Source: an optimization exercise on an open RTL-to-GDS flow (aim: small area and few clock cycles per item). Production flows keep margins and buffers that such runs may drop. Only simulation tests tie the RTL to the original design; equivalence was not proved.

==> inputs of exp/harbor <==
Design gf16_affine_chunk, start of the top module:
module gf16_affine_chunk #(
    parameter        LANES = 32,
    parameter [16:0] POLY  = 17'h1100B
) (
    input  wire                  clk,
    input  wire                  rst,
    input  wire                  in_valid,
    output wire                  in_ready,
    input  wire [15:0]           in_scalar,
    input  wire                  in_acc,
    input  wire [LANES-1:0]      in_mask,
    input  wire [16*LANES-1:0]   in_src,
    input  wire [16*LANES-1:0]   in_dst,
    output wire                  out_valid,
    input  wire                  out_ready,
    output wire [16*LANES-1:0]   out_data,
    output wire [LANES-1:0]      out_mask
);
export LEC_CHECK = 0
export CAP_MARGIN = 20
export CORE_MARGIN = 2
export CORE_UTILIZATION = 60
export GPL_TIMING_DRIVEN = 0
export SLEW_MARGIN = 20
export SYNTH_HIERARCHICAL = 1
create_clock -name core_clock -period 5.0 [get_ports {clk}]
standard.sh (not shown) runs the stock make flow with config.mk's settings and CLKGATE_MAP_FILE= SYNTH_SCRIPT=/design/flow/synth_recipe.tcl, a recipe that flattens the netlist after the stock synthesis.
==> flow/flow/run.sh <==
#!/bin/bash
# The standard layout, with each port buffered by the smallest buffer cell
# (sky130_fd_sc_hd__buf_1) instead of the one buffer_ports picks by itself.
set -euo pipefail
export BUFFER_PORTS_ARGS="-buffer_cell sky130_fd_sc_hd__buf_1"
bash standard.sh > standard.log 2>&1
==> exp/xenon: changes against exp/harbor <==
--- a/flow/design.v
+++ b/flow/design.v
@@ -572,64 +572,32 @@
     wire v158;
     gf2_xor2 u_v158 (.a(v54), .b(v102), .z(v158));
     wire v159;
     gf2_xor2 u_v159 (.a(v55), .b(v103), .z(v159));
     wire v160;
     gf2_xor2 u_v160 (.a(v48), .b(v144), .z(v160));
-    wire v161;
-    gf2_xor2 u_v161 (.a(v49), .b(v145), .z(v161));
-    wire v162;
-    gf2_xor2 u_v162 (.a(v50), .b(v146), .z(v162));
-    wire v163;
-    gf2_xor2 u_v163 (.a(v51), .b(v147), .z(v163));
-    wire v164;
-    gf2_xor2 u_v164 (.a(v52), .b(v148), .z(v164));
-    wire v165;
-    gf2_xor2 u_v165 (.a(v53), .b(v149), .z(v165));
+    gf2_xor2 u_v161 (.a(v49), .b(v145), .z(p[12]));
+    gf2_xor2 u_v162 (.a(v50), .b(v146), .z(p[13]));
+    gf2_xor2 u_v163 (.a(v51), .b(v147), .z(p[14]));
+    gf2_xor2 u_v164 (.a(v52), .b(v148), .z(p[15]));
+    gf2_xor2 u_v165 (.a(v53), .b(v149), .z(p[0]));
     wire v166;
     gf2_xor2 u_v166 (.a(v54), .b(v150), .z(v166));
     wire v167;
     gf2_xor2 u_v167 (.a(v55), .b(v151), .z(v167));
-    assign p[0] = v165;
-    wire v168;
-    gf2_xor2 u_v168 (.a(v166), .b(v165), .z(v168));
-    assign p[1] = v168;
-    wire v169;
-    gf2_xor2 u_v169 (.a(v167), .b(v166), .z(v169));
-    assign p[2] = v169;
-    wire v170;
-    gf2_xor2 u_v170 (.a(v156), .b(v152), .z(v170));
-    assign p[3] = v170;
-    wire v171;
-    gf2_xor2 u_v171 (.a(v157), .b(v153), .z(v171));
-    assign p[4] = v171;
-    wire v172;
-    gf2_xor2 u_v172 (.a(v158), .b(v154), .z(v172));
-    assign p[5] = v172;
-    wire v173;
-    gf2_xor2 u_v173 (.a(v159), .b(v155), .z(v173));
-    assign p[6] = v173;
-    wire v174;
-    gf2_xor2 u_v174 (.a(v160), .b(v156), .z(v174));
-    assign p[7] = v174;
-    wire v175;
-    gf2_xor2 u_v175 (.a(v161), .b(v157), .z(v175));
-    assign p[8] = v175;
-    wire v176;
-    gf2_xor2 u_v176 (.a(v162), .b(v158), .z(v176));
-    assign p[9] = v176;
-    wire v177;
-    gf2_xor2 u_v177 (.a(v163), .b(v159), .z(v177));
-    assign p[10] = v177;
-    wire v178;
-    gf2_xor2 u_v178 (.a(v164), .b(v160), .z(v178));
-    assign p[11] = v178;
-    assign p[12] = v161;
-    assign p[13] = v162;
-    assign p[14] = v163;
-    assign p[15] = v164;
+    gf2_xor2 u_v168 (.a(v166), .b(p[0]), .z(p[1]));
+    gf2_xor2 u_v169 (.a(v167), .b(v166), .z(p[2]));
+    gf2_xor2 u_v170 (.a(v156), .b(v152), .z(p[3]));
+    gf2_xor2 u_v171 (.a(v157), .b(v153), .z(p[4]));
+    gf2_xor2 u_v172 (.a(v158), .b(v154), .z(p[5]));
+    gf2_xor2 u_v173 (.a(v159), .b(v155), .z(p[6]));
+    gf2_xor2 u_v174 (.a(v160), .b(v156), .z(p[7]));
+    gf2_xor2 u_v175 (.a(p[12]), .b(v157), .z(p[8]));
+    gf2_xor2 u_v176 (.a(p[13]), .b(v158), .z(p[9]));
+    gf2_xor2 u_v177 (.a(p[14]), .b(v159), .z(p[10]));
+    gf2_xor2 u_v178 (.a(p[15]), .b(v160), .z(p[11]));
 endmodule
 module gf16_affine_chunk #(
     parameter        LANES = 32,
     parameter [16:0] POLY  = 17'h1100B
 ) (
     input  wire                  clk,
@@ -643,21 +611,22 @@
     input  wire [16*LANES-1:0]   in_dst,
     output wire                  out_valid,
     input  wire                  out_ready,
     output wire [16*LANES-1:0]   out_data,
     output wire [LANES-1:0]      out_mask
 );
-    wire [80:0] lm;
-    gf16_scalar_prep u_prep (.a(in_scalar), .lm(lm));
+    wire [80:0] lm_lo, lm_hi;
+    gf16_scalar_prep u_prep_lo (.a(in_scalar), .lm(lm_lo));
+    gf16_scalar_prep u_prep_hi (.a(in_scalar), .lm(lm_hi));
     wire [16*LANES-1:0] lane_res;
     genvar g;
     generate
         for (g = 0; g < LANES; g = g + 1) begin : lane
             wire [15:0] p;
             gf16_lane_mul u_mul (
-                .lm (lm),
+                .lm (g < LANES/2 ? lm_lo : lm_hi),
                 .s  (in_src[16*g +: 16]),
                 .p  (p)
             );
             assign lane_res[16*g +: 16] = p ^ (in_dst[16*g +: 16] & {16{in_acc}});
         end
     endgenerate
Settings changed: CORE_AREA from default to 5 5 645 260, CORE_MARGIN 2 to default, CORE_UTILIZATION 60 to default, DIE_AREA from default to 0 0 650 265, SETUP_SLACK_MARGIN from default to 0.4.
==> exp/quartz: changes against exp/harbor <==
--- a/flow/design.v
+++ b/flow/design.v
@@ -572,64 +572,32 @@
     wire v158;
     gf2_xor2 u_v158 (.a(v54), .b(v102), .z(v158));
     wire v159;
     gf2_xor2 u_v159 (.a(v55), .b(v103), .z(v159));
     wire v160;
     gf2_xor2 u_v160 (.a(v48), .b(v144), .z(v160));
-    wire v161;
-    gf2_xor2 u_v161 (.a(v49), .b(v145), .z(v161));
-    wire v162;
-    gf2_xor2 u_v162 (.a(v50), .b(v146), .z(v162));
-    wire v163;
-    gf2_xor2 u_v163 (.a(v51), .b(v147), .z(v163));
-    wire v164;
-    gf2_xor2 u_v164 (.a(v52), .b(v148), .z(v164));
-    wire v165;
-    gf2_xor2 u_v165 (.a(v53), .b(v149), .z(v165));
+    gf2_xor2 u_v161 (.a(v49), .b(v145), .z(p[12]));
+    gf2_xor2 u_v162 (.a(v50), .b(v146), .z(p[13]));
+    gf2_xor2 u_v163 (.a(v51), .b(v147), .z(p[14]));
+    gf2_xor2 u_v164 (.a(v52), .b(v148), .z(p[15]));
+    gf2_xor2 u_v165 (.a(v53), .b(v149), .z(p[0]));
     wire v166;
     gf2_xor2 u_v166 (.a(v54), .b(v150), .z(v166));
     wire v167;
     gf2_xor2 u_v167 (.a(v55), .b(v151), .z(v167));
-    assign p[0] = v165;
-    wire v168;
-    gf2_xor2 u_v168 (.a(v166), .b(v165), .z(v168));
-    assign p[1] = v168;
-    wire v169;
-    gf2_xor2 u_v169 (.a(v167), .b(v166), .z(v169));
-    assign p[2] = v169;
-    wire v170;
-    gf2_xor2 u_v170 (.a(v156), .b(v152), .z(v170));
-    assign p[3] = v170;
-    wire v171;
-    gf2_xor2 u_v171 (.a(v157), .b(v153), .z(v171));
-    assign p[4] = v171;
-    wire v172;
-    gf2_xor2 u_v172 (.a(v158), .b(v154), .z(v172));
-    assign p[5] = v172;
-    wire v173;
-    gf2_xor2 u_v173 (.a(v159), .b(v155), .z(v173));
-    assign p[6] = v173;
-    wire v174;
-    gf2_xor2 u_v174 (.a(v160), .b(v156), .z(v174));
-    assign p[7] = v174;
-    wire v175;
-    gf2_xor2 u_v175 (.a(v161), .b(v157), .z(v175));
-    assign p[8] = v175;
-    wire v176;
-    gf2_xor2 u_v176 (.a(v162), .b(v158), .z(v176));
-    assign p[9] = v176;
-    wire v177;
-    gf2_xor2 u_v177 (.a(v163), .b(v159), .z(v177));
-    assign p[10] = v177;
-    wire v178;
-    gf2_xor2 u_v178 (.a(v164), .b(v160), .z(v178));
-    assign p[11] = v178;
-    assign p[12] = v161;
-    assign p[13] = v162;
-    assign p[14] = v163;
-    assign p[15] = v164;
+    gf2_xor2 u_v168 (.a(v166), .b(p[0]), .z(p[1]));
+    gf2_xor2 u_v169 (.a(v167), .b(v166), .z(p[2]));
+    gf2_xor2 u_v170 (.a(v156), .b(v152), .z(p[3]));
+    gf2_xor2 u_v171 (.a(v157), .b(v153), .z(p[4]));
+    gf2_xor2 u_v172 (.a(v158), .b(v154), .z(p[5]));
+    gf2_xor2 u_v173 (.a(v159), .b(v155), .z(p[6]));
+    gf2_xor2 u_v174 (.a(v160), .b(v156), .z(p[7]));
+    gf2_xor2 u_v175 (.a(p[12]), .b(v157), .z(p[8]));
+    gf2_xor2 u_v176 (.a(p[13]), .b(v158), .z(p[9]));
+    gf2_xor2 u_v177 (.a(p[14]), .b(v159), .z(p[10]));
+    gf2_xor2 u_v178 (.a(p[15]), .b(v160), .z(p[11]));
 endmodule
 module gf16_affine_chunk #(
     parameter        LANES = 32,
     parameter [16:0] POLY  = 17'h1100B
 ) (
     input  wire                  clk,
Settings changed: CORE_AREA from default to 5 5 645 260, CORE_MARGIN 2 to default, CORE_UTILIZATION 60 to default, DIE_AREA from default to 0 0 650 265, SETUP_SLACK_MARGIN from default to 0.45.
==> results.yml <==
run_status:
  outcome: "complete, no violations"
logic_synthesis:
  netlist_area_um2: 88400
  syn_inst: 11000
  synth_area_leaders: "xor2_1, edfxtp_1, nand2_1, xnor2_1, buf_4"
  synth_xor_xnor_area_share: 0.631
  synth_common_cells: "xor2_1, nand2_1, xnor2_1"
  synth_seq_area_share: 0.185
  synth_compound_area_frac: 0.0000566
floorplanning:
  start_util: 0.546
  die_w_um: 650
The numbers above come from exp/quartz.

==> results.yml <==
run_status:
  outcome: "complete, but fails checks"
  so_faults: "antenna rules"
logic_synthesis:
  netlist_area_um2: 90200
  synth_area_leaders: "xor2_1, edfxtp_1, nand2_1, xnor2_1, buf_4"
  synth_common_cells: "xor2_1, nand2_1, xnor2_1"
  syn_inst: 11200
drt:
  ant_nets: 1
floorplanning:
  die_w_um: 650
The numbers above come from exp/xenon.

==> results.yml <==
run_status:
  outcome: "did not finish"
  haltStage: "I/O pin placement"
  error: "[ERROR PPL-0024] Number of IO pins (1623) exceeds maximum number of available positions (1432). Increase the die perimeter from 1584.20um to 2207.28um."
logic_synthesis:
  synth_seq_area_share: 0.177
  syn_inst: 11500
  netlist_area_um2: 92200
  synth_xor_xnor_area_share: 0.605
floorplanning:
  die_w_um: 396
The numbers above come from exp/harbor.

Testbench counts of exp/harbor, summed over its fixed seeds: cycles 11,972, beats 11,964.
Testbench counts of exp/xenon, summed over its fixed seeds: cycles 11,972, beats 11,964.
Testbench counts of exp/quartz, summed over its fixed seeds: cycles 11,972, beats 11,964.

========
==> run a <==
Another version of the RTL of gf16_affine_chunk (not shown whole).
export LEC_CHECK = 0
export CAP_MARGIN = 20
export CORE_AREA = 5 5 645 260
export DIE_AREA = 0 0 650 265
export GPL_TIMING_DRIVEN = 0
export SETUP_SLACK_MARGIN = 0.4
export SLEW_MARGIN = 20
export SYNTH_HIERARCHICAL = 1
create_clock -name core_clock -period 5.0 [get_ports {clk}]
Scripts as last shown in full above: flow/flow/run.sh
==> run b: changes against run a <==
--- a/flow/design.v
+++ b/flow/design.v
@@ -573,62 +573,30 @@
     gf2_xor2 u_v158 (.a(v54), .b(v102), .z(v158));
     wire v159;
     gf2_xor2 u_v159 (.a(v55), .b(v103), .z(v159));
     wire v160;
     gf2_xor2 u_v160 (.a(v48), .b(v144), .z(v160));
-    wire v161;
-    gf2_xor2 u_v161 (.a(v49), .b(v145), .z(v161));
-    wire v162;
-    gf2_xor2 u_v162 (.a(v50), .b(v146), .z(v162));
-    wire v163;
-    gf2_xor2 u_v163 (.a(v51), .b(v147), .z(v163));
-    wire v164;
-    gf2_xor2 u_v164 (.a(v52), .b(v148), .z(v164));
-    wire v165;
-    gf2_xor2 u_v165 (.a(v53), .b(v149), .z(v165));
+    gf2_xor2 u_v161 (.a(v49), .b(v145), .z(p[12]));
+    gf2_xor2 u_v162 (.a(v50), .b(v146), .z(p[13]));
+    gf2_xor2 u_v163 (.a(v51), .b(v147), .z(p[14]));
+    gf2_xor2 u_v164 (.a(v52), .b(v148), .z(p[15]));
+    gf2_xor2 u_v165 (.a(v53), .b(v149), .z(p[0]));
     wire v166;
     gf2_xor2 u_v166 (.a(v54), .b(v150), .z(v166));
     wire v167;
     gf2_xor2 u_v167 (.a(v55), .b(v151), .z(v167));
-    assign p[0] = v165;
-    wire v168;
-    gf2_xor2 u_v168 (.a(v166), .b(v165), .z(v168));
-    assign p[1] = v168;
-    wire v169;
-    gf2_xor2 u_v169 (.a(v167), .b(v166), .z(v169));
-    assign p[2] = v169;
-    wire v170;
-    gf2_xor2 u_v170 (.a(v156), .b(v152), .z(v170));
-    assign p[3] = v170;
-    wire v171;
-    gf2_xor2 u_v171 (.a(v157), .b(v153), .z(v171));
-    assign p[4] = v171;
-    wire v172;
-    gf2_xor2 u_v172 (.a(v158), .b(v154), .z(v172));
-    assign p[5] = v172;
-    wire v173;
-    gf2_xor2 u_v173 (.a(v159), .b(v155), .z(v173));
-    assign p[6] = v173;
-    wire v174;
-    gf2_xor2 u_v174 (.a(v160), .b(v156), .z(v174));
-    assign p[7] = v174;
-    wire v175;
-    gf2_xor2 u_v175 (.a(v161), .b(v157), .z(v175));
-    assign p[8] = v175;
-    wire v176;
-    gf2_xor2 u_v176 (.a(v162), .b(v158), .z(v176));
-    assign p[9] = v176;
-    wire v177;
-    gf2_xor2 u_v177 (.a(v163), .b(v159), .z(v177));
-    assign p[10] = v177;
-    wire v178;
-    gf2_xor2 u_v178 (.a(v164), .b(v160), .z(v178));
-    assign p[11] = v178;
-    assign p[12] = v161;
-    assign p[13] = v162;
-    assign p[14] = v163;
-    assign p[15] = v164;
+    gf2_xor2 u_v168 (.a(v166), .b(p[0]), .z(p[1]));
+    gf2_xor2 u_v169 (.a(v167), .b(v166), .z(p[2]));
+    gf2_xor2 u_v170 (.a(v156), .b(v152), .z(p[3]));
+    gf2_xor2 u_v171 (.a(v157), .b(v153), .z(p[4]));
+    gf2_xor2 u_v172 (.a(v158), .b(v154), .z(p[5]));
+    gf2_xor2 u_v173 (.a(v159), .b(v155), .z(p[6]));
+    gf2_xor2 u_v174 (.a(v160), .b(v156), .z(p[7]));
+    gf2_xor2 u_v175 (.a(p[12]), .b(v157), .z(p[8]));
+    gf2_xor2 u_v176 (.a(p[13]), .b(v158), .z(p[9]));
+    gf2_xor2 u_v177 (.a(p[14]), .b(v159), .z(p[10]));
+    gf2_xor2 u_v178 (.a(p[15]), .b(v160), .z(p[11]));
 endmodule
 module gf16_affine_chunk #(
     parameter        LANES = 32,
     parameter [16:0] POLY  = 17'h1100B
 ) (
@@ -644,20 +612,19 @@
     output wire                  out_valid,
     input  wire                  out_ready,
     output wire [16*LANES-1:0]   out_data,
     output wire [LANES-1:0]      out_mask
 );
-    wire [80:0] lm_lo, lm_hi;
-    gf16_scalar_prep u_prep_lo (.a(in_scalar), .lm(lm_lo));
-    gf16_scalar_prep u_prep_hi (.a(in_scalar), .lm(lm_hi));
+    wire [80:0] lm;
+    gf16_scalar_prep u_prep (.a(in_scalar), .lm(lm));
     wire [16*LANES-1:0] lane_res;
     genvar g;
     generate
         for (g = 0; g < LANES; g = g + 1) begin : lane
             wire [15:0] p;
             gf16_lane_mul u_mul (
-                .lm (g < LANES/2 ? lm_lo : lm_hi),
+                .lm (lm),
                 .s  (in_src[16*g +: 16]),
                 .p  (p)
             );
             assign lane_res[16*g +: 16] = p ^ (in_dst[16*g +: 16] & {16{in_acc}});
         end
==> metrics.log <==
INFO  metric synth_xor_xnor_area_share = 60.5%
INFO  metric finalCritPeriodShare = 92.1%
INFO  metric grt_first_pass_wirelength = 560,000 µm
INFO  metric setup.worst_path.start = in_scalar[14]
INFO  metric timing.rr.end = out_data_q[495]$_DFFE_PP_
INFO  metric worstPathArrival = 5.03 ns
INFO  metric mappedNetlistArea = 94,100 µm²
INFO  metric worst_hold_path.num_cells = 2
INFO  metric synth-compound-area-share = 0.00532%
INFO  metric run_status = no timing/DRC/antenna violations
-- figures above: run a

==> metrics.log <==
INFO  metric run_status = no timing/DRC/antenna violations
INFO  metric synth_xor_xnor_area_share = 63.1%
INFO  metric count_of_buffers_from_port_buffering = 1,607
INFO  metric worstPathArrival = 5.26 ns
INFO  metric timing.rr.end = out_data_q[399]$_DFFE_PP_
INFO  metric finalCritPeriodShare = 97.3%
INFO  metric detail_route.drc_violations = 0
INFO  metric synth_fp_nets = 12,100
INFO  metric setup.worst_path.start = in_scalar[12]
INFO  metric worst_hold_path.num_cells = 1
INFO  metric mappedNetlistArea = 88,400 µm²
INFO  metric synth-compound-area-share = 0.00566%
INFO  metric cts-root-to-sink-buffers = 3
INFO  metric grt_first_pass_wirelength = 593,000 µm
-- figures above: run b

Testbench counts of run a, summed over its fixed seeds: cycles 11,972, beats 11,964.
Testbench counts of run b, summed over its fixed seeds: cycles 11,972, beats 11,964.

==> port drivers added, routing unchanged <==
In the flow no input, the clock included, has a driving cell. The finished layouts below were timed again as built, in two steps.
Step 1 sets driving cells, clkbuf_16 on the clock port and buf_2 on the other inputs (assumed; they add their load-dependent delay and slew).
Step 2, shift: input delay + t, output delay - t, t = (earliest + latest rising clock arrival at the registers) / 2. This alone moves slack from input paths to output paths.
Three values: ideal, step 1, step 2; two values: the first two.
run	t, ns	setup WS [ns]	hold WS [ns]	slew at the worst register clock pin (ns)
exp/xenon	0.796	0.291 / 0.230 / -0.566	0.456 / 0.387 / 1.028	0.11 / 0.11
exp/quartz	0.815	0.195 / 0.185 / -0.630	0.428 / 0.371 / 0.774	0.10 / 0.10
run a	0.808	0.397 / 0.359 / -0.450	0.449 / 0.372 / 0.932	0.08 / 0.08
run b	0.810	0.135 / 0.120 / -0.690	0.421 / 0.367 / 0.774	0.10 / 0.10
For exp/xenon, which loses most, drivers alone change the setup slack by -0.061 ns; drivers and shift together by -0.857 ns.
